Background: an optimization exercise with open tools, aiming at small area. Do not read the settings as production practice.
RTL that was checked went through simulation tests only; none was proved equivalent to the original.
Function not checked in run 3: the RTL went through the layout flow alone.
Power figures rest on the tool's default switching activity, not on a simulated workload.

==> flow/design.v <==
module p1load_sync (
    input  wire        clk,
    input  wire        rst,
    input  wire        cmd_valid,
    output wire        cmd_ready,
    input  wire [71:0] cmd_data,
    output wire        rsp_valid,
    output wire [2:0]  rsp_status,
    output reg  [31:0] rsp_data,
    output wire        trst_req,
    input  wire        trst_ack,
    output wire        tx_valid,
    input  wire        tx_ready,
    output wire [7:0]  tx_data,
    output wire        tx_last,
    output wire        rx_req,
    output wire [3:0]  rx_max,
    output wire [31:0] rx_timeout,
    input  wire        rx_valid,
    input  wire [7:0]  rx_data,
    input  wire        rx_last,
    input  wire        rx_empty,
    output wire        prog_valid,
    output wire [2:0]  prog_phase,
    output wire [31:0] prog_offset,
    output wire [31:0] prog_total,
    output wire [12:0] img_addr,
    input  wire [31:0] img_data,
    input  wire [31:0] img_len
);
    localparam [2:0] S_OK = 3'd0, S_TIMEOUT = 3'd1, S_ERROR = 3'd2,
                     S_PRECOND = 3'd3, S_ILLEGAL = 3'd4;
    localparam [1:0] SESS_READY = 2'd0, SESS_LINKED = 2'd1,
                     SESS_DONE = 2'd2, SESS_FAILED = 2'd3;
    localparam [7:0] OP_INIT = 8'h01, OP_READ_REG = 8'h02, OP_LFSR_SEED = 8'h03,
                     OP_LFSR_STEP = 8'h04, OP_APPEND_BYTE = 8'h05,
                     OP_APPEND_WORD = 8'h06, OP_FLUSH = 8'h07,
                     OP_RECEIVE_BIT = 8'h08, OP_HANDSHAKE = 8'h09,
                     OP_WAIT_FOR_ACK = 8'h0A, OP_LOAD_IMAGE = 8'h0B,
                     OP_SHUTDOWN = 8'h0C;
    localparam [2:0] O_NONE = 3'd0, O_RR = 3'd1, O_STEP = 3'd2, O_RB = 3'd3,
                     O_HS = 3'd4, O_WA = 3'd5, O_LI = 3'd6, O_SD = 3'd7;
    localparam [4:0]
        T_IDLE = 5'd0,
        T_RESP = 5'd1,
        T_AB   = 5'd2,    
        T_AW   = 5'd3,    
        T_AS1  = 5'd4,    
        T_AS2  = 5'd5,
        T_AS3  = 5'd6,
        T_FLC  = 5'd7,    
        T_SDF  = 5'd8,    
        T_RB   = 5'd9,    
        T_RXQ  = 5'd10,   
        T_RXA  = 5'd11,   
        T_WAW  = 5'd12,   
        T_WAP  = 5'd13,   
        T_WKW  = 5'd14,   
        T_WAK  = 5'd15,   
        T_WAA  = 5'd16,   
        T_WAF  = 5'd17,   
        T_WAR  = 5'd18,   
        T_HST  = 5'd19,   
        T_HSB  = 5'd20,   
        T_HSF  = 5'd21,   
        T_HSR  = 5'd22,   
        T_LKW  = 5'd23,   
        T_LKP  = 5'd24,   
        T_LT   = 5'd25,   
        T_LIW  = 5'd26,   
        T_LIP  = 5'd27,   
        T_LF   = 5'd28;   
    reg [7:0]  lfsr;
    reg [7:0]  version;
    reg [4:0]  txcur;
    reg [3:0]  rxcur;
    reg [3:0]  rxlen;
    reg [1:0]  hs;           
    reg [1:0]  sess;
    reg [2:0]  ls;           
    reg [7:0]  ring [0:15];
    reg [4:0]  tc;
    reg [3:0]  fl_idx;
    reg        tv;
    reg [7:0]  th;
    reg [1:0]  win [0:7];
    reg [4:0]  st;
    reg [2:0]  op;
    reg [2:0]  ph;           
    reg [31:0] A;
    reg [13:0] sz;           
    reg [13:0] li;           
    reg [3:0]  aw_i;
    reg        k1;
    reg        bw, nz;
    reg        dbit;
    reg        pv;
    wire [7:0]  opc = cmd_data[7:0];
    wire [31:0] a0  = cmd_data[39:8];
    wire [31:0] a1  = cmd_data[71:40];
    wire [7:0] lfsr_next = {lfsr[6:0], lfsr[7] ^ lfsr[5] ^ lfsr[4] ^ lfsr[1]};
    wire z1 = (a1 == 32'd0);
    wire zh = (a0[31:8] == 24'd0);
    wire zm = (a0[7:2] == 6'd0);
    wire zl = (a0[1:0] == 2'd0);
    reg  mbz_bad;
    reg  allowed;
    always @(*) begin
        case (opc)
            OP_INIT, OP_LFSR_STEP, OP_FLUSH, OP_HANDSHAKE, OP_SHUTDOWN:
                mbz_bad = !(zh & zm & zl & z1);
            OP_READ_REG, OP_LFSR_SEED, OP_APPEND_BYTE:
                mbz_bad = !(zh & z1);
            OP_APPEND_WORD, OP_RECEIVE_BIT, OP_WAIT_FOR_ACK:
                mbz_bad = !z1;
            OP_LOAD_IMAGE:
                mbz_bad = !(zh & zm);
            default:
                mbz_bad = 1'b0;
        endcase
        case (opc)
            OP_INIT, OP_READ_REG:       allowed = 1'b1;
            OP_HANDSHAKE:               allowed = (sess == SESS_READY);
            OP_LOAD_IMAGE, OP_SHUTDOWN: allowed = (sess == SESS_LINKED);
            default:                    allowed = (sess != SESS_FAILED);
        endcase
    end
    wire illegal = (opc == 8'd0) || (opc > OP_SHUTDOWN) || mbz_bad ||
                   (opc == OP_READ_REG && a0[7:0] > 8'd8);
    wire load_bad = (a1[1:0] != 2'd0) || (a1[31:16] != 16'd0) ||
                    (a1[15] && a1[14:2] != 13'd0) ||
                    ((img_len[31:16] == 16'd0) && (a1[15:2] > img_len[15:2]));
    wire full    = txcur[4];
    wire slot    = (tc[3:0] == txcur[3:0]);
    wire app_st  = (st == T_AB) || (st == T_AW) || (st == T_WAA) || (st == T_HSB);
    wire fl_st   = (st == T_FLC) || (st == T_SDF) || (st == T_WAF) ||
                   (st == T_HSF) || (st == T_LF);
    wire flushing = (fl_st && txcur != 5'd0) || (app_st && full);
    wire inj     = app_st && !full && slot;
    wire fl_done = tv && tx_ready && tx_last;
    wire last   = (aw_i == 4'd10);
    wire hs_pat = (li != 14'd0) && (li <= 14'd250);
    reg [7:0] ibyte;
    always @(*) begin
        case (st)
            T_AB:    ibyte = A[7:0];
            T_AW:    ibyte = {1'b1, last | A[2], last, 1'b1, A[1], 1'b0, 1'b1, A[0]};
            T_HSB:   ibyte = hs_pat ? {7'h7F, lfsr[0]} : 8'hF9;
            default: ibyte = 8'hF9;
        endcase
    end
    integer k;
    always @(posedge clk) begin
        ring[0] <= inj ? ibyte : ring[15];
        for (k = 1; k < 16; k = k + 1)
            ring[k] <= ring[k-1];
    end
    always @(posedge clk) begin
        if (rst) begin
            tv     <= 1'b0;
            fl_idx <= 4'd0;
        end else if (flushing) begin
            if (!tv) begin
                if (tc[3:0] == fl_idx) begin
                    th <= ring[15];
                    tv <= 1'b1;
                end
            end else if (tx_ready) begin
                tv     <= 1'b0;
                fl_idx <= tx_last ? 4'd0 : fl_idx + 4'd1;
            end
        end
    end
    assign tx_valid = tv;
    assign tx_data  = th;
    assign tx_last  = (fl_idx == txcur[3:0] - 4'd1);
    wire sh = (st == T_AS1) || (st == T_AS2) || (st == T_AS3) || (st == T_WAP) ||
              (st == T_WAK) || (st == T_LKP) || (st == T_LIP);
    reg kbit;
    always @(*) begin
        case (ph)
            3'd4:    kbit = (tc == 5'd4) || (tc == 5'd7) || (tc == 5'd8);   
            3'd5:    kbit = (tc == 5'd3) || (tc == 5'd6) || (tc == 5'd7);   
            default: kbit = (tc == 5'd4) || (tc == 5'd6);                   
        endcase
    end
    reg sin;
    always @(*) begin
        case (st)
            T_WAK:   sin = kbit;
            T_LKP:   sin = (tc < 5'd14) ? sz[tc[3:0]] : 1'b0;
            T_LIP:   sin = img_data[tc];
            default: sin = A[0] ^ bw;
        endcase
    end
    wire accept = (st == T_IDLE) && cmd_valid;
    always @(posedge clk) begin
        if (accept)
            A <= a0;
        else if (sh)
            A <= {sin, A[31:1]};
    end
    wire rb_take = (st == T_RB) && (rxcur != rxlen);
    wire rx_beat = (st == T_RXQ) && rx_valid && !rx_empty;
    wire wsh     = rb_take || rx_beat || ((st == T_RXA) && !rxcur[3]);
    always @(posedge clk) begin
        if (wsh) begin
            for (k = 0; k < 7; k = k + 1)
                win[k] <= win[k+1];
            win[7] <= {rx_data[7:1] == 7'h7F, rx_data[0]};
        end
    end
    assign cmd_ready  = (st == T_IDLE);
    assign rsp_valid  = (st == T_RESP);
    assign rsp_status = (op == O_RR) ? S_OK : ls;
    assign trst_req   = (st == T_HST);
    assign rx_req     = (st == T_RXQ) || (st == T_WAR);
    assign rx_max     = (st == T_WAR) ? 4'd1 : 4'd8;
    assign rx_timeout = (st == T_WAR) ? 32'd25 :
                        (op == O_HS)  ? ((ph == 3'd1) ? 32'd100 : 32'd50) : A;
    assign prog_valid  = pv;
    assign prog_phase  = ph;
    assign prog_offset = {16'd0, li, 2'd0};
    assign prog_total  = {16'd0, sz, 2'd0};
    assign img_addr    = li[12:0];
    always @(*) begin
        rsp_data = 32'd0;
        case (op)
            O_RR: begin
                case (A[3:0])
                    4'd0: rsp_data = {23'd0, hs[1], ~hs[1] & hs[0], ~hs[1] & hs[0], hs[0], ls, sess};
                    4'd1: rsp_data = {24'd0, lfsr};
                    4'd2: rsp_data = {24'd0, version};
                    4'd3: rsp_data = {27'd0, txcur};
                    4'd4: rsp_data = {28'd0, rxcur};
                    4'd5: rsp_data = {28'd0, rxlen};
                    4'd6: rsp_data = 32'd16;
                    4'd7: rsp_data = 32'd8;
                    default: rsp_data = 32'd32768;
                endcase
            end
            O_STEP: rsp_data = {31'd0, lfsr[1]};
            O_RB:   rsp_data = {31'd0, dbit};
            O_HS:   rsp_data = {24'd0, version};
            default: rsp_data = 32'd0;
        endcase
    end
    wire rb_hit   = rb_take && win[0][1];
    wire rb_tmo   = (st == T_RXQ) && rx_valid && rx_empty;
    wire rb_fin   = rb_hit || rb_tmo;
    wire rb_bit   = rb_hit && win[0][0];
    wire wa_tmo   = (st == T_WAP) && (tc == 5'd31) && !(nz | sin);
    wire wa_ans   = (st == T_WAR) && rx_valid && !rx_empty;
    wire wa_fin   = wa_tmo || wa_ans;
    wire [2:0] wa_st = wa_tmo ? S_TIMEOUT : (rx_data == 8'hFE) ? S_OK : S_ERROR;
    wire clr = rst || (accept && !illegal && opc == OP_INIT);
    always @(posedge clk) begin
        if (rst)
            tc <= 5'd0;
        else
            tc <= tc + 5'd1;
    end
    always @(posedge clk) begin
        if (clr) begin
            txcur   <= 5'd0;
            rxcur   <= 4'd0;
            rxlen   <= 4'd0;
            lfsr    <= 8'h00;
            version <= 8'h00;
            hs      <= 2'd0;
            sess    <= SESS_READY;
        end
        if (rst) begin
            st <= T_IDLE;
            ls <= S_OK;
            pv <= 1'b0;
        end else begin
            pv <= 1'b0;
            if (fl_done)
                txcur <= 5'd0;
            else if (inj)
                txcur <= txcur + 5'd1;
            case (st)
                T_IDLE: begin
                    if (cmd_valid) begin
                        sz   <= a1[15:2];
                        li   <= 14'd0;
                        aw_i <= 4'd0;
                        k1   <= a0[1];
                        bw   <= 1'b0;
                        op   <= O_NONE;
                        st   <= T_RESP;
                        if (illegal) begin
                            ls <= S_ILLEGAL;
                        end else if (!allowed || (opc == OP_LOAD_IMAGE && load_bad)) begin
                            ls <= S_PRECOND;
                        end else begin
                            if (opc != OP_READ_REG)
                                ls <= S_OK;
                            case (opc)
                                OP_READ_REG:     op <= O_RR;
                                OP_LFSR_SEED:    lfsr <= a0[7:0];
                                OP_LFSR_STEP: begin
                                    lfsr <= lfsr_next;
                                    op   <= O_STEP;
                                end
                                OP_APPEND_BYTE:  st <= T_AB;
                                OP_APPEND_WORD:  st <= T_AW;
                                OP_FLUSH:        st <= T_FLC;
                                OP_RECEIVE_BIT: begin
                                    op <= O_RB;
                                    st <= T_RB;
                                end
                                OP_HANDSHAKE: begin
                                    op <= O_HS;
                                    ph <= 3'd0;
                                    pv <= 1'b1;
                                    st <= T_HST;
                                end
                                OP_WAIT_FOR_ACK: begin
                                    op <= O_WA;
                                    st <= T_WAW;
                                end
                                OP_LOAD_IMAGE: begin
                                    op <= O_LI;
                                    ph <= 3'd0;
                                    st <= T_AW;
                                end
                                OP_SHUTDOWN: begin
                                    op <= O_SD;
                                    st <= T_AW;
                                end
                                default: ;   
                            endcase
                        end
                    end
                end
                T_RESP: begin
                    if (op == O_RR)
                        ls <= S_OK;
                    st <= T_IDLE;
                end
                T_AB: if (inj) st <= T_RESP;
                T_AW: begin
                    if (inj) begin
                        if (last) begin
                            aw_i <= 4'd0;
                            case (op)
                                O_SD: st <= T_SDF;
                                O_LI: begin
                                    if (ph == 3'd0) begin
                                        ph <= 3'd1;
                                        st <= T_LKW;
                                    end else if (ph == 3'd1) begin
                                        ph <= 3'd4;
                                        st <= T_LT;
                                    end else begin
                                        li <= li + 14'd1;
                                        st <= T_LT;
                                    end
                                end
                                default: st <= T_RESP;
                            endcase
                        end else begin
                            st <= T_AS1;
                        end
                    end
                end
                T_AS1: st <= T_AS2;
                T_AS2: st <= T_AS3;
                T_AS3: begin
                    aw_i <= aw_i + 4'd1;
                    st   <= T_AW;
                end
                T_FLC: if (txcur == 5'd0) st <= T_RESP;
                T_SDF: begin
                    if (txcur == 5'd0) begin
                        sess <= SESS_DONE;
                        st   <= T_RESP;
                    end
                end
                T_RB: begin
                    if (rxcur == rxlen) begin
                        rxcur <= 4'd0;
                        rxlen <= 4'd0;
                        st    <= T_RXQ;
                    end else begin
                        rxcur <= rxcur + 4'd1;
                    end
                end
                T_RXQ: begin
                    if (rx_beat) begin
                        rxcur <= rxcur + 4'd1;
                        rxlen <= rxlen + 4'd1;
                        if (rx_last)
                            st <= T_RXA;
                    end
                end
                T_RXA: begin
                    if (rxcur[3]) begin
                        rxcur <= 4'd0;
                        st    <= T_RB;
                    end else begin
                        rxcur <= rxcur + 4'd1;
                    end
                end
                T_WAW: begin
                    nz <= 1'b0;
                    if (tc == 5'd31)
                        st <= T_WAP;
                end
                T_WAP: begin
                    nz <= nz | sin;
                    bw <= bw & ~A[0];
                    if (tc == 5'd31 && (nz | sin))
                        st <= T_WAA;
                end
                T_WKW: if (tc == 5'd31) st <= T_WAK;
                T_WAK: if (tc == 5'd31) st <= T_WAA;
                T_WAA: if (inj) st <= T_WAF;
                T_WAF: if (txcur == 5'd0) st <= T_WAR;
                T_WAR: begin
                    if (rx_valid && rx_empty) begin
                        bw <= 1'b1;
                        st <= T_WAW;
                    end
                end
                T_HST: begin
                    if (trst_ack) begin
                        lfsr <= 8'h50;
                        st   <= T_HSB;
                    end
                end
                T_HSB: begin
                    if (inj) begin
                        if (hs_pat)
                            lfsr <= lfsr_next;
                        li <= li + 14'd1;
                        if (li == 14'd508)
                            st <= T_HSF;
                    end
                end
                T_HSF: begin
                    if (txcur == 5'd0) begin
                        ph <= 3'd1;
                        pv <= 1'b1;
                        li <= 14'd0;
                        st <= T_HSR;
                    end
                end
                T_HSR: begin
                    if (ph == 3'd1 && li == 14'd250) begin
                        ph <= 3'd2;
                        pv <= 1'b1;
                        li <= 14'd0;
                    end else if (ph == 3'd2 && li == 14'd8) begin
                        ph   <= 3'd3;
                        pv   <= 1'b1;
                        li   <= 14'd0;
                        hs   <= 2'd1;
                        sess <= SESS_LINKED;
                        st   <= T_RESP;
                    end else begin
                        st <= T_RB;
                    end
                end
                T_LKW: if (tc == 5'd31) st <= T_LKP;
                T_LKP: if (tc == 5'd31) st <= T_AW;
                T_LT: begin
                    if (li == sz) begin
                        li <= 14'd0;
                        st <= T_LF;
                    end else begin
                        if (li[7:0] == 8'd0)
                            pv <= 1'b1;
                        st <= T_LIW;
                    end
                end
                T_LIW: if (tc == 5'd31) st <= T_LIP;
                T_LIP: if (tc == 5'd31) st <= T_AW;
                T_LF:  if (txcur == 5'd0) st <= T_WKW;
                default: st <= T_IDLE;
            endcase
            if (rb_fin) begin
                if (op == O_RB) begin
                    dbit <= rb_bit;
                    if (rb_tmo) begin
                        ls   <= S_TIMEOUT;
                        sess <= SESS_FAILED;
                    end
                    st <= T_RESP;
                end else if (ph == 3'd1) begin
                    if (rb_tmo) begin
                        hs   <= 2'd3;
                        ls   <= S_TIMEOUT;
                        sess <= SESS_FAILED;
                        st   <= T_RESP;
                    end else begin
                        lfsr <= lfsr_next;
                        if (rb_bit != lfsr[0]) begin
                            hs   <= 2'd2;
                            ls   <= S_ERROR;
                            sess <= SESS_FAILED;
                            st   <= T_RESP;
                        end else begin
                            li <= li + 14'd1;
                            st <= T_HSR;
                        end
                    end
                end else begin
                    if (rb_tmo) begin
                        hs      <= 2'd3;
                        ls      <= S_TIMEOUT;
                        sess    <= SESS_FAILED;
                        version <= 8'h00;
                        st      <= T_RESP;
                    end else begin
                        version <= {rb_bit, version[7:1]};
                        li      <= li + 14'd1;
                        st      <= T_HSR;
                    end
                end
            end
            if (wa_fin) begin
                if (wa_st != S_OK) begin
                    ls   <= wa_st;
                    sess <= SESS_FAILED;
                    st   <= T_RESP;
                end else if (op == O_LI) begin
                    pv <= 1'b1;
                    if (ph == 3'd4 && k1) begin
                        ph <= 3'd5;
                        st <= T_WKW;
                    end else if (ph == 3'd5) begin
                        ph <= 3'd6;
                        st <= T_WKW;
                    end else begin
                        ph   <= 3'd7;
                        sess <= SESS_DONE;
                        st   <= T_RESP;
                    end
                end else begin
                    st <= T_RESP;
                end
            end
        end
    end
endmodule
==> flow/run.sh <==
#!/bin/bash
# synth_recipe.tcl (not shown) runs the flow's synth.tcl, then flattens the netlist and writes it again
# the make line also repeats each setting of config.mk as NAME=value (left out here)
make -C /OpenROAD-flow-scripts/flow DESIGN_CONFIG=/design/flow/config.mk WORK_HOME=/design/flow/orfs CLKGATE_MAP_FILE= SYNTH_SCRIPT=/design/flow/synth_recipe.tcl finish
==> flow/config.mk <==
export PLATFORM = sky130hd
export DESIGN_NAME = p1load_sync
export DESIGN_NICKNAME = p1load_sync
export VERILOG_FILES = /design/flow/design.v
export SDC_FILE = /design/flow/constraint.sdc
export NUM_CORES = 4
export LEC_CHECK = 0
export CAP_MARGIN = 20
export CORE_MARGIN = 2
export CORE_UTILIZATION = 40
export SLEW_MARGIN = 20
==> flow/constraint.sdc <==
create_clock -name core_clock -period 8.0 [get_ports {clk}]
set_input_delay 1.6000 -clock core_clock [delete_from_list [all_inputs] [get_ports {clk}]]
set_output_delay 1.6000 -clock core_clock [all_outputs]
set_load 0.01 [all_outputs]
==> run summary, run 1 <==
* Proportion of synthesized flip-flops having asynchronous set or reset at 0
* Required time reported for the critical path endpoint at 6.40 ns
* Slew Viols, Final at 0
* Via-per-instance ratio at 5.55
* Run status: timing/DRC/antenna clean
* # hold bufs at CTS at 0
* Worst-case setup margin in the final layout at 2.91 ns
* Clock root cell: clkbuf_16
* Setup-failing EPs final at 0
* Clock Latency Late Sink at 0.57 ns
* Die area at 36300 um2
* Initial Util at 0.405
* # port buffers at 255
* Sequential cell area fraction in the yosys report at 0.471
* Number of buffers created by CTS at 30
* Final period demand of the worst path at 5.09 ns
* Post-layout net count at 1881
* Sequential cell area at 6550 um2
* Violation count after the first detailed-routing iteration at 968
* WS Path Type: reg2out
* Hold WS at 0.323 ns
* Synthesized flop and latch total at 278
* Endpoints failing hold at 0
* Initial antenna violation count at 0
* # resized after CTS at 0
* P&R area growth vs syn at 26.6%
* Most used cells in the layout excluding fill and tap cells: 254 x clkdlybuf4s50_1, 187 x nand2_1, 180 x dfxtp_1, 120 x nor2_1, 98 x edfxtp_1
* Maximum buffer depth of the clock tree at 3
* Global-route total usage across every layer at 0.234
* Ratio of total power to cell area at 304 nW/um2
* Number of sinks handled by clock tree synthesis at 278
* CTS H-tree lvls at 1
* Critical Path Fanout Max at 11
* Setup clock skew after layout at 0.0135 ns
* Routed wirelength normalized by instance count at 20.0 um
* RSZ-0062 raised after global routing: no
* Number of buffers inserted to repair setup after CTS at 0
* Avg Inst Size Synth at 9.32 um2
* MaxCap Viol Count at 0
* Multi-input combinational cell area at 6560 um2
* Most instantiated flip-flop cell in the synthesis netlist: dfxtp_1
* Most common library cell in the layout ignoring fill and taps: clkdlybuf4s50_1
* Non-Filler Instances at between 2000 and 2500
* Final WL at 43.5 mm
* Sort of element at the end of the critical path: output pin
* Critical path arrival at 3.49 ns
* Mapped cell area at between 10000 and 15000 um2
* Via count of the first global-routing pass at 11600
* Achievable Freq at just under 0.2 GHz
* Yosys warning total at 3
* Remaining Overflow, GRT at 0
* Clock transition at the registers of the reported paths at around 0.060 ns
* Fill cell total of the finished layout at 3240
* Ports at 318
* Router iterations before antenna repair at 6
* Vias at 12100
* Max transition margin at 0.188
* Standard cell area after detailed placement at 16500 um2
* Setup TNS at 0 ns
* Slew @ Worst Pin at 1.20 ns
* Post-synth EDFFs at slightly below 100
* Finished layout cell area at 17600 um2
* Worst Setup Start Kind: flop
* Width of the die at 190 um
* Placed instance count at ~2100
* Layout cells sized above 1 at 0.0662
* Synthesized instance count at 1492
* Post-Place Setup Slack at 3.00 ns
* Site row count at 68
* Post-route DRC at 0
* Min-delay worst type: reg2reg
* Total leakage power at 6.81 nW
* Antenna violation net count after detailed routing at 0
* Distinct cell type count of the synthesized netlist at 85
* Chip Height at 190 um
* Sum of net half-perimeters after detailed placement at between 30 and 40 mm
* Pin count of the biggest net entering global routing at between 50 and 60
* Antenna Cells at 0
* Maximum ir drop on the vdd rail at 0.000197 V
* Final worst-path cycle share at 0.637
* GPL Wtd Cong at 0.955
* Wire length of the first global-routing pass at about 67 mm
* Core region area at 34400 um2
* CTS tree: done
state kept, by name, summed over array words and instances (netlist names), 4 cells and up:
name	cells
sz	14
rxlen	4
txcur	5
A	32
lfsr	8
th	8
fl_idx	4
version	8
rxcur	4
st	5
aw_i	4
win	16
ring	128
li	14
tc	5
cells by family after synthesis:
family / after synthesis / synth area share
flops: 278 / 0.471
buf+inv: 202 / 0.0755
mux: 27 / 0.0304
compound gates: 284 / 0.139
xor+xnor: 51 / 0.0321
simple gates: 618 / 0.224
other cells: 1 / 0.000270
fa+ha+maj: 31 / 0.0279
worst paths after layout:
kind,start,end,slack [ns],depth (start not counted)
min reg2reg,ring[6][0]$_DFF_P_,ring[7][0]$_DFF_P_,0.32,0
max,op[2]$_SDFFCE_PP0P_,rsp_data[7],2.91,6
min,ring[6][0]$_DFF_P_,ring[7][0]$_DFF_P_,0.32,0
max reg2reg,tc[0]$_SDFF_PP0_,li[13]$_DFFE_PN_,3.68,8
cell usage after synthesis, types with 15 or more instances:
library cell  count  share of area
inv_1            42          0.011
nand4_1          22         0.0099
nor4_1           37          0.017
a21oi_1          71          0.026
and3_1           49          0.022
a211oi_1         15         0.0081
edfxtp_1         98           0.21
nor3_1           45          0.016
buf_4            74          0.040
a22oi_1          19          0.010
ha_1             31          0.028
nand2b_1         22         0.0099
nor2_1          120          0.032
clkbuf_1         72          0.019
o21ai_0          51          0.018
xor2_1           27          0.017
xnor2_1          24          0.015
nor2b_1          17         0.0076
nand2_1         187          0.050
nand3_1          39          0.014
dfxtp_1         180           0.26
per-layer routing:
layer | vias to the layer above | GRT usage | wire, um
li1 | 5704 | - | -
met1 | 5723 | 0.309 | 18400
met2 | 554 | 0.381 | 20100
met3 | 105 | 0.0464 | 3370
met4 | 0 | 0.0868 | 1650
met5 | - | 0 | 0
critical path, stage by stage (launching register included):
cell,delay [ns]
edfxtp_1,0.57
nor3b_1,0.87
nand2_1,0.18
o21ai_0,0.47
nand2_1,0.10
o21ai_0,0.15
clkdlybuf4s50_1,0.60
where the power goes:
group	internal (W)	total [W]	switching, W
registers	0.00194	0.00225	0.000308
logic	0.000764	0.00166	0.000895
clock network	0.000855	0.00144	0.000590
stage by stage:
stage	utilization	total power, W
6_report	0.512	0.00535
5_1_grt	0.512	0.00563
4_1_cts	0.511	0.00536
3_5_place_dp	0.480	0.00390
3_3_place_gp	0.480	0.00388
2_1_floorplan	-	0.00316
layout make-up:
type / count / share of cell area
clock buffer: 41 / 0.0507
clock inverter: 15 / 0.00981
inverter: 44 / 0.00938
multi-input combinational: 1071 / 0.372
sequential: 278 / 0.372
tap: 455 / 0.0323
timing repair buffer: 273 / 0.153
==> run 2: changes to the inputs <==
--- a/flow/config.mk
+++ b/flow/config.mk
@@ -7,5 +7,7 @@
 export LEC_CHECK = 0
 export CAP_MARGIN = 20
 export CORE_MARGIN = 2
-export CORE_UTILIZATION = 40
+export CORE_UTILIZATION = 65
+export CTS_BUF_LIST = sky130_fd_sc_hd__clkbuf_4
+export PLACE_DENSITY = 0.75
 export SLEW_MARGIN = 20
==> run 2 against run 1 <==
Still clean. Sequential power barely moved. Synthesized area unchanged. Maximum frequency increased by 3.1%. Global-route usage grew 16 points. Non-clock buffer count up 2. Critical endpoint is now ph[0]$_DFFE_PN_.
==> run summary, run 2 <==
* Run status: timing/DRC/antenna clean
* WS Path Type: in2reg
* Post-route DRC at 0 (unchanged)
* GPL Wtd Cong at 1.02 (+7.3%)
* Endpoints failing hold at 0 (unchanged)
* Yosys top cell area share at 0.259 (unchanged)
* P&R area growth vs syn at 24.1%
* Proportion of synthesized flip-flops having asynchronous set or reset at 0 (unchanged)
* Clock root cell: clkbuf_4
* Most frequent cells after synthesis: 187 x nand2_1, 180 x dfxtp_1, 120 x nor2_1, 98 x edfxtp_1, 74 x buf_4
* Ports at 318 (unchanged)
* Global-route total usage across every layer at 0.396 (+0.162)
* Library cell with the highest instance count after synthesis: nand2_1
* CTS H-tree lvls at 3 (+2)
* Final WL at 45.6 mm (+4.8%)
* Cell types occupying the most area after synthesis: dfxtp_1 26%, edfxtp_1 21%, nand2_1 5.0%
* Achievable Freq at 0.202 GHz (+3.1%)
* Synthesized flop and latch total at 278 (unchanged)
* Setup TNS at 0 ns (unchanged)
* Max transition margin at 0.258 (+0.0695)
* MaxCap Viol Count at 0 (unchanged)
* Setup clock skew after layout at 0.0454 ns (+0.0319 ns)
* Routed wirelength normalized by instance count at 22.0 um (+10%)
* # hold bufs at CTS at 0 (unchanged)
* Critical Path Fanout Max at 19 (+8)
* Post-synth EDFFs at 98 (unchanged)
* Flip-flop count of the largest register after layout at 128 (unchanged)
* Final standard cell utilization of the core at 0.821 (+0.309)
* Chip Height at 150 um (-21%)
* Yosys warning total at 3 (unchanged)
* Initial Util at 0.662 (+0.257)
* Most used cells in the layout excluding fill and tap cells: 254 x clkdlybuf4s50_1, 187 x nand2_1, 180 x dfxtp_1, 120 x nor2_1, 110 x clkbuf_4
* Number of sinks handled by clock tree synthesis at 278 (unchanged)
* # port buffers at 255 (unchanged)
* Sum of net half-perimeters after detailed placement at 31.6 mm (-1.7%)
* Setup-failing EPs final at 0 (unchanged)
* Clock Latency Late Sink at 0.72 ns (+0.15 ns)
* Wire length of the first global-routing pass at 68.9 mm (+3.4%)
* Min-delay worst type: reg2reg
* Layout cells sized above 1 at 0.102 (+0.0362)
* CTS tree: done
* Die area at 22600 um2 (-38%)
* Most common library cell in the layout ignoring fill and taps: clkdlybuf4s50_1
* Register containing the most flip-flops in the final layout: ring
* Number of buffers inserted to repair setup after CTS at 0 (unchanged)
* Buffers and inverters on the worst path at 1 (unchanged)
* Antenna violation net count after detailed routing at 0 (unchanged)
* Clock transition at the registers of the reported paths at 0.08 ns (+0.02 ns)
* Fill cell total of the finished layout at 1232 (-62%)
* Width of the die at 150 um (-21%)
* Slew Viols, Final at 0 (unchanged)
* Required time reported for the critical path endpoint at 8.45 ns (+2.05 ns)
* Violation count after the first detailed-routing iteration at 1658 (+71%)
* Ratio of total power to cell area at 305 nW/um2 (+0.25%)
* Avg Inst Size Synth at 9.32 um2 (unchanged)
* Largest stage delay on the critical path at 0.88 ns (about the same)
* Final worst-path cycle share at 0.618 (-0.0189)
* RSZ-0062 raised after global routing: no
* Remaining Overflow, GRT at 0 (unchanged)
* Maximum buffer depth of the clock tree at 3 (unchanged)
* Pin count of the biggest net entering global routing at 53 (unchanged)
* Via count of the first global-routing pass at 12600 (+8.4%)
* # resized after CTS at 0 (unchanged)
* Largest area contributor in the netlist: dfxtp_1
* Router iterations before antenna repair at 8 (+2)
* Most instantiated flip-flop cell in the synthesis netlist: dfxtp_1
* Maximum ir drop on the vdd rail at 0.000180 V (-8.9%)
* Synthesized instance count at 1492 (unchanged)
* Final period demand of the worst path at 4.94 ns (-0.151 ns)
* Distinct cell type count of the synthesized netlist at 85 (unchanged)
* Critical path arrival at 5.39 ns (+1.90 ns)
* Site row count at 53 (-22%)
* CP top delay family: simple AND/OR/NAND/NOR gates
* Total leakage power at 6.86 nW (+0.64%)
* Mapped cell area at 13900 um2 (unchanged)
* Core region area at 21000 um2 (-39%)
* List of cells traversed by the critical path: clkdlybuf4s50_1 > nand2b_1 > or4_1 > a21oi_1 > o22ai_1 > nor4_4 > nand3_1 > a2111oi_0 > nor3_1
* Vias at 13200 (+8.9%)
* Slew @ Worst Pin at 1.10 ns (-0.0959 ns)
* Sort of element at the end of the critical path: flop
* Regs by FF count: ring x128, A x32, win x16
* Sequential cell area fraction in the yosys report at 0.471 (unchanged)
* Post-layout net count at 1925 (+2.3%)
* Initial antenna violation count at 1 (+1)
* Cell with the largest stage delay on the worst path: nor4_4
* Via-per-instance ratio at 6.35 (+14%)
* Number of buffers created by CTS at 72 (+140%)
* Worst Setup Start Kind: input port
run 2: cell counts after synthesis:
No cell type changed its count.
run 2: final cells by class:
cell class / instances / area (um2) / area share
Multi-Input combinational cell: 1071 / 6550 / 0.379
Sequential cell: 278 / 6550 / 0.379
Inverter: 44 / 165 / 0.00956
Tap cell: 275 / 344 / 0.0199
Clock inverter: 19 / 135 / 0.00782
Clock buffer: 110 / 826 / 0.0478
Timing Repair Buffer: 275 / 2700 / 0.156
Antenna cell: 2 / 5.00 / 0.000290
run 2: path summary, 6_finish.rpt:
| check | cells after the start | from | slack [ns] | endpoint |
|---|---|---|---|---|
| setup / recovery | 9 | cmd_data[0] | 3.06 | ph[0]$_DFFE_PN_ |
| setup reg to reg | 8 | tc[0]$_SDFF_PP0_ | 3.69 | li[11]$_DFFE_PN_ |
| hold reg to reg | 0 | ring[10][0]$_DFF_P_ | 0.31 | ring[11][0]$_DFF_P_ |
| hold / removal | 0 | ring[10][0]$_DFF_P_ | 0.31 | ring[11][0]$_DFF_P_ |
run 2: power by group:
group          switching, W  internal, W  total [W]
logic              0.000930     0.000758    0.00169
clock network      0.000631     0.000671    0.00130
registers          0.000332      0.00194    0.00227
run 2: kinds of logic (layout without fill, tap and decap cells):
family / after synthesis / in the layout / share of synthesized area
buffers and inverters: 202 / 448 / 0.0755
muxes: 27 / 27 / 0.0304
adders and majority gates: 31 / 31 / 0.0279
DFF: 278 / 278 / 0.471
other: 1 / 62 / 0.000270
and+or+nand+nor: 618 / 618 / 0.224
AOI/OAI and AO/OA: 284 / 284 / 0.139
xor gates and xnor gates: 51 / 51 / 0.0321
run 2: worst reg2reg max path, stage by stage, from the launching register on:
cell and delay (ns):
dfxtp_1 1.02, nand2b_1 0.21, o221ai_1 0.13, nor4_1 0.57, nand2_1 0.68, nor2_1 0.72
or2_1 0.33, a31oi_1 0.12, a311oi_1 0.30
run 2: per-layer routing:
| metal | wire [um] | global-route usage | vias to the layer above |
|---|---|---|---|
| li1 | - | - | 5822 |
| met1 | 16600 | 0.491 | 6135 |
| met2 | 21700 | 0.648 | 1000 |
| met3 | 4960 | 0.0936 | 209 |
| met4 | 2390 | 0.202 | 0 |
| met5 | 0 | 0 | - |
run 2: through the flow:
stage          instance area, um2  hold slack [ns]  setup WS (ns)  instances  power, W
2_1_floorplan               14100            0.310           3.84       1551   0.00316
3_3_place_gp                16300            0.311           2.61       1943   0.00383
3_5_place_dp                16300            0.312           2.43       1943   0.00390
4_1_cts                     17300            0.298           2.76       2072   0.00522
5_1_grt                     17300            0.292           2.87       2074   0.00549
6_report                    17300            0.307           3.06       2074   0.00526
==> run 3: changes to the inputs <==
--- a/flow/design.v
+++ b/flow/design.v
@@ -41,35 +41,35 @@
     localparam [2:0] O_NONE = 3'd0, O_RR = 3'd1, O_STEP = 3'd2, O_RB = 3'd3,
                      O_HS = 3'd4, O_WA = 3'd5, O_LI = 3'd6, O_SD = 3'd7;
     localparam [4:0]
-        T_IDLE = 5'd0,
-        T_RESP = 5'd1,
-        T_AB   = 5'd2,    
-        T_AW   = 5'd3,    
-        T_AS1  = 5'd4,    
-        T_AS2  = 5'd5,
-        T_AS3  = 5'd6,
-        T_FLC  = 5'd7,    
-        T_SDF  = 5'd8,    
-        T_RB   = 5'd9,    
-        T_RXQ  = 5'd10,   
-        T_RXA  = 5'd11,   
-        T_WAW  = 5'd12,   
-        T_WAP  = 5'd13,   
-        T_WKW  = 5'd14,   
-        T_WAK  = 5'd15,   
-        T_WAA  = 5'd16,   
-        T_WAF  = 5'd17,   
-        T_WAR  = 5'd18,   
-        T_HST  = 5'd19,   
-        T_HSB  = 5'd20,   
-        T_HSF  = 5'd21,   
-        T_HSR  = 5'd22,   
-        T_LKW  = 5'd23,   
-        T_LKP  = 5'd24,   
-        T_LT   = 5'd25,   
-        T_LIW  = 5'd26,   
-        T_LIP  = 5'd27,   
-        T_LF   = 5'd28;   
+        T_IDLE = 5'b00000,
+        T_RESP = 5'b00001,
+        T_HST  = 5'b00010,   
+        T_HSR  = 5'b00011,   
+        T_LT   = 5'b00100,   
+        T_WAR  = 5'b00101,   
+        T_RXA  = 5'b00110,   
+        T_RXQ  = 5'b00111,   
+        T_FLC  = 5'b01000,   
+        T_SDF  = 5'b01001,   
+        T_WAF  = 5'b01010,   
+        T_HSF  = 5'b01011,   
+        T_LF   = 5'b01100,   
+        T_RB   = 5'b01101,   
+        T_AB   = 5'b10000,   
+        T_AW   = 5'b10001,   
+        T_WAA  = 5'b10010,   
+        T_HSB  = 5'b10011,   
+        T_AS1  = 5'b10100,   
+        T_AS2  = 5'b10101,
+        T_AS3  = 5'b10110,
+        T_WAW  = 5'b11000,   
+        T_WKW  = 5'b11001,
+        T_LKW  = 5'b11010,
+        T_LIW  = 5'b11011,
+        T_WAP  = 5'b11100,   
+        T_WAK  = 5'b11101,   
+        T_LKP  = 5'b11110,   
+        T_LIP  = 5'b11111;   
     reg [7:0]  lfsr;
     reg [7:0]  version;
     reg [4:0]  txcur;
@@ -132,9 +132,8 @@
                     ((img_len[31:16] == 16'd0) && (a1[15:2] > img_len[15:2]));
     wire full    = txcur[4];
     wire slot    = (tc[3:0] == txcur[3:0]);
-    wire app_st  = (st == T_AB) || (st == T_AW) || (st == T_WAA) || (st == T_HSB);
-    wire fl_st   = (st == T_FLC) || (st == T_SDF) || (st == T_WAF) ||
-                   (st == T_HSF) || (st == T_LF);
+    wire app_st  = (st[4:2] == 3'b100);
+    wire fl_st   = (st[4:3] == 2'b01) && !(st[2] && st[0]);
     wire flushing = (fl_st && txcur != 5'd0) || (app_st && full);
     wire inj     = app_st && !full && slot;
     wire fl_done = tv && tx_ready && tx_last;
@@ -142,10 +141,10 @@
     wire hs_pat = (li != 14'd0) && (li <= 14'd250);
     reg [7:0] ibyte;
     always @(*) begin
-        case (st)
-            T_AB:    ibyte = A[7:0];
-            T_AW:    ibyte = {1'b1, last | A[2], last, 1'b1, A[1], 1'b0, 1'b1, A[0]};
-            T_HSB:   ibyte = hs_pat ? {7'h7F, lfsr[0]} : 8'hF9;
+        case (st[1:0])
+            2'd0:    ibyte = A[7:0];
+            2'd1:    ibyte = {1'b1, last | A[2], last, 1'b1, A[1], 1'b0, 1'b1, A[0]};
+            2'd3:    ibyte = hs_pat ? {7'h7F, lfsr[0]} : 8'hF9;
             default: ibyte = 8'hF9;
         endcase
     end
@@ -174,8 +173,7 @@
     assign tx_valid = tv;
     assign tx_data  = th;
     assign tx_last  = (fl_idx == txcur[3:0] - 4'd1);
-    wire sh = (st == T_AS1) || (st == T_AS2) || (st == T_AS3) || (st == T_WAP) ||
-              (st == T_WAK) || (st == T_LKP) || (st == T_LIP);
+    wire sh = st[4] && st[2];
     reg kbit;
     always @(*) begin
         case (ph)
@@ -186,10 +184,10 @@
     end
     reg sin;
     always @(*) begin
-        case (st)
-            T_WAK:   sin = kbit;
-            T_LKP:   sin = (tc < 5'd14) ? sz[tc[3:0]] : 1'b0;
-            T_LIP:   sin = img_data[tc];
+        case (st[1:0])
+            2'd1:    sin = kbit;
+            2'd2:    sin = (tc < 5'd14) ? sz[tc[3:0]] : 1'b0;
+            2'd3:    sin = img_data[tc];
             default: sin = A[0] ^ bw;
         endcase
     end
@@ -220,7 +218,7 @@
                         (op == O_HS)  ? ((ph == 3'd1) ? 32'd100 : 32'd50) : A;
     assign prog_valid  = pv;
     assign prog_phase  = ph;
-    assign prog_offset = {16'd0, li, 2'd0};
+    assign prog_offset = {17'd0, li[12:0], 2'd0};
     assign prog_total  = {16'd0, sz, 2'd0};
     assign img_addr    = li[12:0];
     always @(*) begin
@@ -404,10 +402,10 @@
                         rxcur <= rxcur + 4'd1;
                     end
                 end
-                T_WAW: begin
+                T_WAW, T_WKW, T_LKW, T_LIW: begin
                     nz <= 1'b0;
                     if (tc == 5'd31)
-                        st <= T_WAP;
+                        st <= {3'b111, st[1:0]};
                 end
                 T_WAP: begin
                     nz <= nz | sin;
@@ -415,7 +413,6 @@
                     if (tc == 5'd31 && (nz | sin))
                         st <= T_WAA;
                 end
-                T_WKW: if (tc == 5'd31) st <= T_WAK;
                 T_WAK: if (tc == 5'd31) st <= T_WAA;
                 T_WAA: if (inj) st <= T_WAF;
                 T_WAF: if (txcur == 5'd0) st <= T_WAR;
@@ -464,8 +461,7 @@
                         st <= T_RB;
                     end
                 end
-                T_LKW: if (tc == 5'd31) st <= T_LKP;
-                T_LKP: if (tc == 5'd31) st <= T_AW;
+                T_LKP, T_LIP: if (tc == 5'd31) st <= T_AW;
                 T_LT: begin
                     if (li == sz) begin
                         li <= 14'd0;
@@ -476,8 +472,6 @@
                         st <= T_LIW;
                     end
                 end
-                T_LIW: if (tc == 5'd31) st <= T_LIP;
-                T_LIP: if (tc == 5'd31) st <= T_AW;
                 T_LF:  if (txcur == 5'd0) st <= T_WKW;
                 default: st <= T_IDLE;
             endcase
==> flow/flow/run.sh (new file) <==
#!/bin/bash
# Layout flow: the standard ORFS flow (standard.sh), with small port
# buffers, a clock tree of small buffers without dummy loads.
set -euo pipefail
bash standard.sh synth > synth.log 2>&1
bash standard.sh finish \
  "BUFFER_PORTS_ARGS=-buffer_cell sky130_fd_sc_hd__buf_1" \
  "CTS_ARGS=-sink_clustering_enable -repair_clock_nets -dont_use_dummy_load -buf_list sky130_fd_sc_hd__clkbuf_4" \
  > finish.log 2>&1
==> flow/standard.sh (new file) <==
#!/bin/bash
# synth_recipe.tcl (not shown) runs the flow's synth.tcl, then flattens the netlist and writes it again
# the make line also repeats each setting of config.mk as NAME=value (left out here)
make -C /OpenROAD-flow-scripts/flow DESIGN_CONFIG=/design/flow/config.mk WORK_HOME=/design/flow/orfs CLKGATE_MAP_FILE= SYNTH_SCRIPT=/design/flow/synth_recipe.tcl "${@:-finish}"
--- a/flow/config.mk
+++ b/flow/config.mk
@@ -7,7 +7,5 @@
 export LEC_CHECK = 0
 export CAP_MARGIN = 20
 export CORE_MARGIN = 2
-export CORE_UTILIZATION = 65
-export CTS_BUF_LIST = sky130_fd_sc_hd__clkbuf_4
-export PLACE_DENSITY = 0.75
+export CORE_UTILIZATION = 55
 export SLEW_MARGIN = 20
removed: flow/run.sh
==> run 3 against run 2 <==
Still clean. Sequential share of layout area up 5.8 points. Die area up 15%. Global-route usage down 10 points. Critical path type is now reg2out.
==> run summary, run 3 <==
* Initial Util at 0.561 (-0.101)
* Chip Height at 162 um (+7.5%)
* Worst-case setup margin in the final layout at 2.69 ns (-0.365 ns)
* Most common library cell in the layout ignoring fill and taps: buf_1
* Yosys warning total at 3 (unchanged)
* Flip-flop count of the largest register after layout at 128 (unchanged)
* Critical path arrival at 3.71 ns (-1.68 ns)
* Mapped cell area at 13600 um2 (-1.9%)
* Post-Place Setup Slack at 3.13 ns (+0.698 ns)
* Routed wirelength normalized by instance count at 19.6 um (-11%)
* Post-route DRC at 0 (unchanged)
* Setup clock skew after layout at 0.0650 ns (+0.0196 ns)
* Min-delay worst type: reg2reg
* Number of buffers created by CTS at 73 (+1.4%)
* Final period demand of the worst path at 5.31 ns (+0.365 ns)
* Post-layout net count at 1856 (-3.6%)
* Pin count of the biggest net entering global routing at 48 (-9.4%)
* Setup TNS at 0 ns (unchanged)
* Global-route total usage across every layer at 0.294 (-0.102)
* Synthesized flop and latch total at 278 (unchanged)
* Slew Viols, Final at 0 (unchanged)
* Final WL at 39.1 mm (-14%)
* Required time reported for the critical path endpoint at 6.40 ns (-2.05 ns)
* MaxCap Viol Count at 0 (unchanged)
* Clock root cell: clkbuf_4
* Clock Latency Late Sink at 0.70 ns (-0.02 ns)
* Number of sinks handled by clock tree synthesis at 278 (unchanged)
* Distinct cell type count of the synthesized netlist at 89 (+4.7%)
* CTS tree: done
* GPL Wtd Cong at 0.936 (-8.6%)
* Library cell with the highest instance count after synthesis: nand2_1
* Via-per-instance ratio at 5.73 (-9.7%)
* Violation count after the first detailed-routing iteration at 1042 (-37%)
* Router iterations before antenna repair at 5 (-3)
* Worst Setup Start Kind: flop
* Maximum ir drop on the vdd rail at 0.000166 V (-7.7%)
* Critical Path Fanout Max at 9 (-10)
* Vias at 11500 (-13%)
* Final standard cell utilization of the core at 0.616 (-0.206)
* Layout cells sized above 1 at 0.0820 (-0.0204)
* Run status: timing/DRC/antenna clean
* Regs by FF count: ring x128, A x32, win x16
* Site row count at 57 (+7.5%)
* Initial antenna violation count at 3 (+2)
* Number of buffers inserted to repair setup after CTS at 0 (unchanged)
* Die area at 26100 um2 (+15%)
* WS Path Type: reg2out
* Wire length of the first global-routing pass at 59.7 mm (-13%)
* Achievable Freq at 0.188 GHz (-6.9%)
* Sort of element at the end of the critical path: output pin
* Sum of net half-perimeters after detailed placement at 28.2 mm (-11%)
* Setup-failing EPs final at 0 (unchanged)
* Endpoints failing hold at 0 (unchanged)
* P&R area growth vs syn at 9.74%
* Post-synth EDFFs at 98 (unchanged)
* Most frequent cells after synthesis: 184 x nand2_1, 180 x dfxtp_1, 107 x nor2_1, 98 x edfxtp_1, 87 x buf_4
* Core region area at 24300 um2 (+16%)
* Largest area contributor in the netlist: dfxtp_1
* Most used cells in the layout excluding fill and tap cells: 253 x buf_1, 184 x nand2_1, 180 x dfxtp_1, 106 x nor2_1, 98 x edfxtp_1
* Proportion of synthesized flip-flops having asynchronous set or reset at 0 (unchanged)
* Ports at 318 (unchanged)
* CTS H-tree lvls at 3 (unchanged)
* # resized after CTS at 0 (unchanged)
* Total leakage power at 5.77 nW (-16%)
* Antenna violation net count after detailed routing at 0 (unchanged)
* Synthesized instance count at 1432 (-4.0%)
* Slew @ Worst Pin at 0.981 ns (-0.123 ns)
* Cell types occupying the most area after synthesis: dfxtp_1 26%, edfxtp_1 22%, nand2_1 5.1%
* Most instantiated flip-flop cell in the synthesis netlist: dfxtp_1
* Final worst-path cycle share at 0.663 (+0.0456)
* Clock transition at the registers of the reported paths at 0.07 ns (about the same)
* Sequential cell area fraction in the yosys report at 0.480 (+0.00915)
* Ratio of total power to cell area at 193 nW/um2 (-37%)
* # hold bufs at CTS at 0 (unchanged)
* Maximum buffer depth of the clock tree at 3 (unchanged)
* Yosys top cell area share at 0.264 (+0.00503)
* Width of the die at 162 um (+7.5%)
* Via count of the first global-routing pass at 10800 (-14%)
* RSZ-0062 raised after global routing: no
* Register containing the most flip-flops in the final layout: ring
* # port buffers at 254 (-0.39%)
* Avg Inst Size Synth at 9.53 um2 (+2.2%)
* Max transition margin at 0.346 (+0.0879)
* Remaining Overflow, GRT at 0 (unchanged)
run 3: changes by cell type after synthesis, sizes merged, moves of 6 or more:
| cell | previous run | this run |
|---|---|---|
| nand2b | 22 | 16 |
| nor4 | 38 | 27 |
| nor2 | 120 | 109 |
| clkbuf | 72 | 59 |
| a31oi | 12 | 23 |
| nor3 | 47 | 26 |
| o21ai | 51 | 71 |
| a21oi | 71 | 50 |
| o211ai | 7 | 14 |
| buf | 86 | 105 |
run 3: layout make-up:
type                    instances  area (um2)
diodes                          2        5.00
inverters                      45         169
multi-input cells            1005        6230
clock buffers                  73         548
flip-flops and latches        278        6550
well taps                     324         405
fillers                      2146        9340
repair buffers                270        1070
run 3: power by group:
group / internal [W] / total [W] / switching, W
combinational: 0.000134 / 0.000369 / 0.000235
sequential: 0.00154 / 0.00160 / 0.0000650
clock: 0.000414 / 0.000918 / 0.000504
run 3: logic make-up (layout without fill, tap and decap cells):
kind of cell | count (synthesis) | in the layout | synth area share
other | 1 | 63 | 0.000275
buffers and inverters | 209 | 388 | 0.0827
AND/OR/NAND/NOR | 552 | 552 | 0.202
XOR/XNOR | 53 | 53 | 0.0340
multiplexers | 34 | 34 | 0.0381
AO/OA/AOI/OAI | 274 | 274 | 0.134
adder cells (fa/ha/maj) | 31 | 31 | 0.0284
flip-flops | 278 | 278 | 0.480
run 3: worst max-delay path: stages, from the launching register on:
cell and delay [ns]:
edfxtp_1 0.57, nor3b_1 0.77, nor2b_1 0.52, nand3_1 0.17, o21ai_0 0.57, a22o_1 0.27, buf_1 0.15
run 3: path summary, 6_finish.rpt:
kind         slack, ns                start  cells past startpoint                 end
max               2.69  op[1]$_SDFFCE_PP0P_                      6         rsp_data[1]
min reg2reg       0.28   ring[2][3]$_DFF_P_                      0  ring[3][3]$_DFF_P_
max reg2reg       4.27   st[0]$_SDFFE_PP0P_                      9     li[6]$_DFFE_PN_
min               0.28   ring[2][3]$_DFF_P_                      0  ring[3][3]$_DFF_P_
run 3: per-layer routing:
layer,global-route usage,part of all wire,vias to the layer above
met5,0,0.00036,-
met2,0.471,0.47,527
met1,0.389,0.42,5357
li1,-,-,5477
met3,0.0732,0.079,89
met4,0.106,0.032,2
run 3: metrics by stage:
step,area [um2],hold slack (ns),total power (W),std cells
after floorplan,13900,0.310,0.00188,1492
after global placement,14400,0.311,0.00199,1922
after detailed placement,14400,0.312,0.00199,1922
after CTS,15000,0.266,0.00292,1995
after global routing,15000,0.275,0.00303,1997
final,15000,0.282,0.00289,1997
==> run 4: changes to the inputs <==
--- a/flow/design.v
+++ b/flow/design.v
@@ -38,8 +38,8 @@
                      OP_RECEIVE_BIT = 8'h08, OP_HANDSHAKE = 8'h09,
                      OP_WAIT_FOR_ACK = 8'h0A, OP_LOAD_IMAGE = 8'h0B,
                      OP_SHUTDOWN = 8'h0C;
-    localparam [2:0] O_NONE = 3'd0, O_RR = 3'd1, O_STEP = 3'd2, O_RB = 3'd3,
-                     O_HS = 3'd4, O_WA = 3'd5, O_LI = 3'd6, O_SD = 3'd7;
+    localparam [2:0] O_NONE = 3'd0, O_WA = 3'd1, O_RR = 3'd2, O_HS = 3'd3,
+                     O_STEP = 3'd4, O_RB = 3'd5, O_LI = 3'd6, O_SD = 3'd7;
     localparam [4:0]
         T_IDLE = 5'b00000,
         T_RESP = 5'b00001,
@@ -55,6 +55,8 @@
         T_HSF  = 5'b01011,   
         T_LF   = 5'b01100,   
         T_RB   = 5'b01101,   
+        T_LCW  = 5'b01110,   
+        T_LCP  = 5'b01111,   
         T_AB   = 5'b10000,   
         T_AW   = 5'b10001,   
         T_WAA  = 5'b10010,   
@@ -128,17 +130,17 @@
     wire illegal = (opc == 8'd0) || (opc > OP_SHUTDOWN) || mbz_bad ||
                    (opc == OP_READ_REG && a0[7:0] > 8'd8);
     wire load_bad = (a1[1:0] != 2'd0) || (a1[31:16] != 16'd0) ||
-                    (a1[15] && a1[14:2] != 13'd0) ||
-                    ((img_len[31:16] == 16'd0) && (a1[15:2] > img_len[15:2]));
+                    (a1[15] && a1[14:2] != 13'd0);
+    wire len_hi   = (img_len[31:16] != 16'd0);
     wire full    = txcur[4];
     wire slot    = (tc[3:0] == txcur[3:0]);
     wire app_st  = (st[4:2] == 3'b100);
-    wire fl_st   = (st[4:3] == 2'b01) && !(st[2] && st[0]);
+    wire fl_st   = (st[4:3] == 2'b01) && (!st[2] || st[1:0] == 2'b00);
     wire flushing = (fl_st && txcur != 5'd0) || (app_st && full);
     wire inj     = app_st && !full && slot;
     wire fl_done = tv && tx_ready && tx_last;
     wire last   = (aw_i == 4'd10);
-    wire hs_pat = (li != 14'd0) && (li <= 14'd250);
+    wire hs_pat = (li[8:0] != 9'd0) && !li[8] && (li[7:0] <= 8'd250);
     reg [7:0] ibyte;
     always @(*) begin
         case (st[1:0])
@@ -186,7 +188,7 @@
     always @(*) begin
         case (st[1:0])
             2'd1:    sin = kbit;
-            2'd2:    sin = (tc < 5'd14) ? sz[tc[3:0]] : 1'b0;
+            2'd2:    sin = (tc < 5'd14) ? szb : 1'b0;
             2'd3:    sin = img_data[tc];
             default: sin = A[0] ^ bw;
         endcase
@@ -194,7 +196,7 @@
     wire accept = (st == T_IDLE) && cmd_valid;
     always @(posedge clk) begin
         if (accept)
-            A <= a0;
+            A <= {a0[31:2], a0[1] | (opc == OP_HANDSHAKE), a0[0]};   
         else if (sh)
             A <= {sin, A[31:1]};
     end
@@ -211,6 +213,8 @@
     assign cmd_ready  = (st == T_IDLE);
     assign rsp_valid  = (st == T_RESP);
     assign rsp_status = (op == O_RR) ? S_OK : ls;
+    wire   szb = sz[tc[3:0]];
+    wire   lnb = img_len[tc[3:0] + 5'd2];
     assign trst_req   = (st == T_HST);
     assign rx_req     = (st == T_RXQ) || (st == T_WAR);
     assign rx_max     = (st == T_WAR) ? 4'd1 : 4'd8;
@@ -223,25 +227,21 @@
     assign img_addr    = li[12:0];
     always @(*) begin
         rsp_data = 32'd0;
-        case (op)
-            O_RR: begin
-                case (A[3:0])
-                    4'd0: rsp_data = {23'd0, hs[1], ~hs[1] & hs[0], ~hs[1] & hs[0], hs[0], ls, sess};
-                    4'd1: rsp_data = {24'd0, lfsr};
-                    4'd2: rsp_data = {24'd0, version};
-                    4'd3: rsp_data = {27'd0, txcur};
-                    4'd4: rsp_data = {28'd0, rxcur};
-                    4'd5: rsp_data = {28'd0, rxlen};
-                    4'd6: rsp_data = 32'd16;
-                    4'd7: rsp_data = 32'd8;
-                    default: rsp_data = 32'd32768;
-                endcase
-            end
-            O_STEP: rsp_data = {31'd0, lfsr[1]};
-            O_RB:   rsp_data = {31'd0, dbit};
-            O_HS:   rsp_data = {24'd0, version};
-            default: rsp_data = 32'd0;
-        endcase
+        if (op[2:1] == 2'b01) begin
+            case (A[3:0])
+                4'd0: rsp_data = {23'd0, hs[1], ~hs[1] & hs[0], ~hs[1] & hs[0], hs[0], ls, sess};
+                4'd1: rsp_data = {24'd0, lfsr};
+                4'd2: rsp_data = {24'd0, version};
+                4'd3: rsp_data = {27'd0, txcur};
+                4'd4: rsp_data = {28'd0, rxcur};
+                4'd5: rsp_data = {28'd0, rxlen};
+                4'd6: rsp_data = 32'd16;
+                4'd7: rsp_data = 32'd8;
+                default: rsp_data = 32'd32768;
+            endcase
+        end else if (op[2:1] == 2'b10) begin
+            rsp_data = {31'd0, dbit};
+        end
     end
     wire rb_hit   = rb_take && win[0][1];
     wire rb_tmo   = (st == T_RXQ) && rx_valid && rx_empty;
@@ -300,6 +300,7 @@
                                 OP_LFSR_SEED:    lfsr <= a0[7:0];
                                 OP_LFSR_STEP: begin
                                     lfsr <= lfsr_next;
+                                    dbit <= lfsr[0];
                                     op   <= O_STEP;
                                 end
                                 OP_APPEND_BYTE:  st <= T_AB;
@@ -322,7 +323,7 @@
                                 OP_LOAD_IMAGE: begin
                                     op <= O_LI;
                                     ph <= 3'd0;
-                                    st <= T_AW;
+                                    st <= T_LCW;
                                 end
                                 OP_SHUTDOWN: begin
                                     op <= O_SD;
@@ -433,7 +434,7 @@
                         if (hs_pat)
                             lfsr <= lfsr_next;
                         li <= li + 14'd1;
-                        if (li == 14'd508)
+                        if (li[8:2] == 7'h7F)    
                             st <= T_HSF;
                     end
                 end
@@ -446,11 +447,11 @@
                     end
                 end
                 T_HSR: begin
-                    if (ph == 3'd1 && li == 14'd250) begin
+                    if (ph == 3'd1 && li[7:3] == 5'h1F && li[1]) begin    
                         ph <= 3'd2;
                         pv <= 1'b1;
                         li <= 14'd0;
-                    end else if (ph == 3'd2 && li == 14'd8) begin
+                    end else if (ph == 3'd2 && li[3]) begin    
                         ph   <= 3'd3;
                         pv   <= 1'b1;
                         li   <= 14'd0;
@@ -462,6 +463,22 @@
                     end
                 end
                 T_LKP, T_LIP: if (tc == 5'd31) st <= T_AW;
+                T_LCW: begin
+                    nz <= 1'b0;
+                    if (tc == 5'd31)
+                        st <= T_LCP;
+                end
+                T_LCP: begin
+                    nz <= szb ? (!lnb || nz) : (!lnb && nz);
+                    if (tc[3:0] == 4'd14) begin
+                        if (nz && !len_hi) begin
+                            ls <= S_PRECOND;
+                            st <= T_RESP;
+                        end else begin
+                            st <= T_AW;
+                        end
+                    end
+                end
                 T_LT: begin
                     if (li == sz) begin
                         li <= 14'd0;
==> flow/flow/run.sh (replaced) <==
#!/bin/bash
# Layout flow: the standard ORFS flow (standard.sh) with
# - synthesis as standard.sh runs it, but with an area-oriented ABC script
#   (flow/abc_area.script) in place of ORFS's delay-oriented one; registers
#   are mapped exactly as in the standard synthesis;
# - small port buffers (buf_1);
# - a clock tree of small clock buffers without dummy loads.
# Each tool's output goes to a log file in this folder.
set -euo pipefail
here=$(pwd)
rm -rf scripts_area
cp -r "$FLOW_HOME/scripts" scripts_area
cp flow/abc_area.script scripts_area/abc_speed.script
bash standard.sh synth "SCRIPTS_DIR=$here/scripts_area" > synth.log 2>&1
bash standard.sh finish \
  "BUFFER_PORTS_ARGS=-buffer_cell sky130_fd_sc_hd__buf_1" \
  "CTS_ARGS=-sink_clustering_enable -repair_clock_nets -dont_use_dummy_load -buf_list sky130_fd_sc_hd__clkbuf_4" \
  > finish.log 2>&1
==> flow/flow/abc_area.script (new file) <==
strash
dch -f
map -a
mfs2
strash
dch -f
map -a
mfs2
strash
dch -f
map -a
topo
==> run 4 against run 3 <==
Still clean on timing, DRC and antenna. Highest routed layer is now met4. Flip-flop and latch count stayed put. Clock power down 2%. Combinational power grew to 3.1 times the previous value. Largest cell class unchanged. Largest power group unchanged. First-iteration DRC count stayed put.
==> run summary, run 4 <==
* Clock Latency Late Sink at 0.69 ns (about the same)
* Global-route total usage across every layer at 0.304 (+0.0100)
* Run status: timing/DRC/antenna clean
* Flip-flop count of the largest register after layout at 128 (unchanged)
* Sequential cell area fraction in the yosys report at 0.505 (+0.0251)
* Avg Inst Size Synth at 8.44 um2 (-11%)
* FF-to-FF End: st[4]$_SDFFE_PP0P_
* Total leakage power at 5.13 nW (-11%)
* Finished layout cell area at 14500 um2 (-3.0%)
* Worst setup slack for register-to-register paths at 2.73 ns (-1.54 ns)
* Clock root cell: clkbuf_4
* Clock transition at the registers of the reported paths at 0.06 ns (about the same)
* Final standard cell utilization of the core at 0.623 (+0.00702)
* Yosys top cell area share at 0.278 (+0.0138)
* Slew Viols, Final at 0 (unchanged)
* Global Route met1 Usage at 0.405 (+0.0152)
* Ratio of total power to cell area at 288 nW/um2 (+49%)
* Final worst-path cycle share at 0.659 (-0.00442)
* GPL Wtd Cong at 0.982 (+4.9%)
* CTS tree: done
* Number of sinks handled by clock tree synthesis at 278 (unchanged)
* Proportion of synthesized flip-flops having asynchronous set or reset at 0 (unchanged)
* Core region area at 23300 um2 (-4.1%)
* Die area at 24800 um2 (-4.8%)
* Critical Path Fanout Max at 34 (+25)
* Site row count at 56 (-1.8%)
* Most used cells in the layout excluding fill and tap cells: 254 x buf_1, 234 x nor2_1, 211 x clkinv_1, 180 x dfxtp_1, 169 x nand2_1
* Required time reported for the critical path endpoint at 8.47 ns (+2.07 ns)
* Setup TNS at 0 ns (unchanged)
* P&R area growth vs syn at 12.0%
* Initial antenna violation count at 1 (-2)
* Most instantiated flip-flop cell in the synthesis netlist: dfxtp_1
* Mapped cell area at 13000 um2 (-5.0%)
* Setup-failing EPs final at 0 (unchanged)
* Number of cells traversed by the worst hold path at 0 (unchanged)
* Router iterations before antenna repair at 5 (unchanged)
* Min-delay worst type: reg2reg
* GRT met3 Usage at 0.0691 (-0.00408)
* Via-per-instance ratio at 5.63 (-1.9%)
* Width of the die at 158 um (-2.5%)
* Ports at 318 (unchanged)
* Cell types occupying the most area after synthesis: dfxtp_1 28%, edfxtp_1 23%, nor2_1 6.8%
* Maximum ir drop on the vdd rail at 0.000213 V (+29%)
* Overall power consumption at 0.00419 W (+45%)
* Worst Hold Endpoint: ring[13][5]$_DFF_P_
* Critical path arrival at 5.74 ns (+2.03 ns)
* # resized after CTS at 0 (unchanged)
* Regs by FF count: ring x128, A x32, win x16
* Yosys warning total at 3 (unchanged)
* Remaining Overflow, GRT at 0 (unchanged)
* Chip Height at 158 um (-2.5%)
* Routed wirelength normalized by instance count at 17.9 um (-8.6%)
* MaxCap Viol Count at 0 (unchanged)
* Pin count of the biggest net entering global routing at 64 (+33%)
* CTS H-tree lvls at 3 (unchanged)
* Max transition margin at 0.285 (-0.0609)
* Post-layout net count at 2015 (+8.6%)
* Sort of element at the end of the critical path: flop
* Wire length of the first global-routing pass at 58.0 mm (-2.9%)
* # hold bufs at CTS at 0 (unchanged)
* Source of the worst register-to-register timing path: tc[0]$_SDFF_PP0_
* Standard cell area after detailed placement at 14000 um2 (-2.9%)
* Vias at 12200 (+6.3%)
* Maximum buffer depth of the clock tree at 3 (unchanged)
* Number of buffers inserted to repair setup after CTS at 0 (unchanged)
* Achievable Freq at 0.190 GHz (+0.67%)
* Post-synth EDFFs at 98 (unchanged)
* Number of cells on the worst reg-to-reg path at 20 (+11)
* Synthesized instance count at 1536 (+7.3%)
* Post-route DRC at 0 (unchanged)
* Final period demand of the worst path at 5.27 ns (-0.0353 ns)
* Most congested layer reported by global routing: met2
* Register containing the most flip-flops in the final layout: ring
* Synthesized flop and latch total at 278 (unchanged)
* Sum of net half-perimeters after detailed placement at 29.2 mm (+3.9%)
* Worst Setup Start Kind: flop
* # port buffers at 254 (unchanged)
* Endpoints failing hold at 0 (unchanged)
* RSZ-0062 raised after global routing: no
* Slew @ Worst Pin at 1.07 ns (+0.0874 ns)
* Fraction of met2 tracks used by global routing at 0.483 (+0.0118)
* Via count of the first global-routing pass at 11100 (+2.4%)
* Hold path start: ring[12][5]$_DFF_P_
* Distinct cell type count of the synthesized netlist at 42 (-53%)
* Layout cells sized above 1 at 0.0548 (-0.0272)
* Final WL at 38.7 mm (-0.94%)
* Antenna violation net count after detailed routing at 0 (unchanged)
* Violation count after the first detailed-routing iteration at 1042 (unchanged)
* Largest area contributor in the netlist: dfxtp_1
* Most common library cell in the layout ignoring fill and taps: buf_1
* Most frequent cells after synthesis: 236 x nor2_1, 211 x clkinv_1, 180 x dfxtp_1, 169 x nand2_1, 126 x o21ai_0
* WS Path Type: reg2reg
* Initial Util at 0.556 (-0.00532)
* Library cell with the highest instance count after synthesis: nor2_1
* Number of buffers created by CTS at 72 (-1.4%)
* Setup clock skew after layout at 0.0831 ns (+0.0181 ns)
[run 4: cell types whose count changed after synthesis, sizes merged, moves of 21 or more]
cell / previous run / this run
clkinv: 1 / 211
nor2: 109 / 236
clkbuf: 59 / 0
o21ai: 71 / 126
and3: 46 / 0
inv: 44 / 0
a21oi: 50 / 77
nand3: 37 / 61
nor3: 26 / 47
[run 4: how the worst max path moves through the flow]
stage                       startpoint            endpoint  slack, ns
global route          tc[0]$_SDFF_PP0_  st[4]$_SDFFE_PP0P_       2.34
finish                tc[0]$_SDFF_PP0_  st[4]$_SDFFE_PP0P_       2.73
CTS                   tc[0]$_SDFF_PP0_  st[4]$_SDFFE_PP0P_       2.97
global placement           cmd_data[7]  version[6]$_DFF_P_       2.46
floorplan           st[1]$_SDFFE_PP0P_      A[0]$_DFFE_PP_       2.33
detailed placement         cmd_data[7]  version[6]$_DFF_P_       2.43
[run 4: stage by stage]
step / cells / hold WS [ns] / setup slack, ns
final: 2164 / 0.281 / 2.73
after global routing: 2164 / 0.293 / 2.34
after CTS: 2163 / 0.284 / 2.97
after detailed placement: 2091 / 0.312 / 2.43
after global placement: 2091 / 0.310 / 2.46
after floorplan: 1596 / 0.310 / 2.33
[run 4: metal layers]
| layer | up-vias | wire [um] |
|---|---|---|
| li1 | 5814 | - |
| met1 | 5596 | 16800 |
| met2 | 655 | 17100 |
| met3 | 113 | 3480 |
| met4 | 0 | 1410 |
| met5 | - | 0 |
[run 4: layout make-up]
class                           instances  area (um2)
Inverter                              211         792
Timing Repair Buffer                  263        1020
Tap cell                              319         399
Sequential cell                       278        6550
Multi-Input combinational cell       1020        5230
Clock buffer                           72         541
Fill cell                            2227        8800
Antenna cell                            1        2.50
[run 4: logic make-up after synthesis]
group / count (synthesis) / synth area share
AND/OR/NAND/NOR: 565 / 0.185
AO/OA/AOI/OAI: 348 / 0.162
buffers and inverters: 298 / 0.111
flip-flops: 278 / 0.505
XOR/XNOR: 29 / 0.0196
adder cells (fa/ha/maj): 17 / 0.0164
other: 1 / 0.000289
[run 4: power breakdown]
group / switching, W / internal (W)
combinational: 0.000820 / 0.000339
clock: 0.000489 / 0.000409
sequential: 0.000200 / 0.00193
[run 4: critical path, stage by stage, from the launching register on]
cell and delay (ns):
dfxtp_1 0.33, clkinv_1 0.69, ha_1 0.58, a21oi_1 0.14
o21ai_0 0.09, a32oi_1 0.21, o21ai_0 0.10, a32oi_1 0.58
nand2_1 0.11, nor2_1 0.12, clkinv_1 0.11, nor3_1 0.56
a21oi_1 0.26, clkinv_1 0.15, nor2_1 0.09, o41ai_1 0.08
nand2_1 0.15, a21oi_1 0.33, nand2_1 0.13, a21oi_1 0.20
a211oi_1 0.07

-- port drivers added, routing unchanged --
Ports are ideal in the flow. The routed layouts listed here were re-timed in OpenROAD.
Step 1 sets driving cells, clkbuf_16 on the clock port and buf_2 on the other inputs (assumed; they add their load-dependent delay and slew).
Step 2 moves the port delays by t, midway between the first and last clock arrival at a register: inputs arrive t later, outputs are due t later. That takes back most of the time a late clock gives input paths.
Slacks: no drivers / after step 1 / after step 2; pairs: no drivers / after step 1.
run	shift t [ns]	setup slack, ns	worst setup path at the end	worst slew at a driven data input, ns
run 1	0.615	2.908 / 2.852 / 2.927	input to register	0.06
run 2	0.746	3.059 / 3.025 / 2.308	input to register	0.08
run 3	0.715	2.694 / 2.648 / 3.032	input to register	0.09
run 4	0.691	2.729 / 2.729 / 2.305	input to register	0.05
After both steps setup and hold are still met in every run listed. For run 2, which loses most, drivers alone change the setup slack by -0.034 ns; drivers and shift together by -0.751 ns.
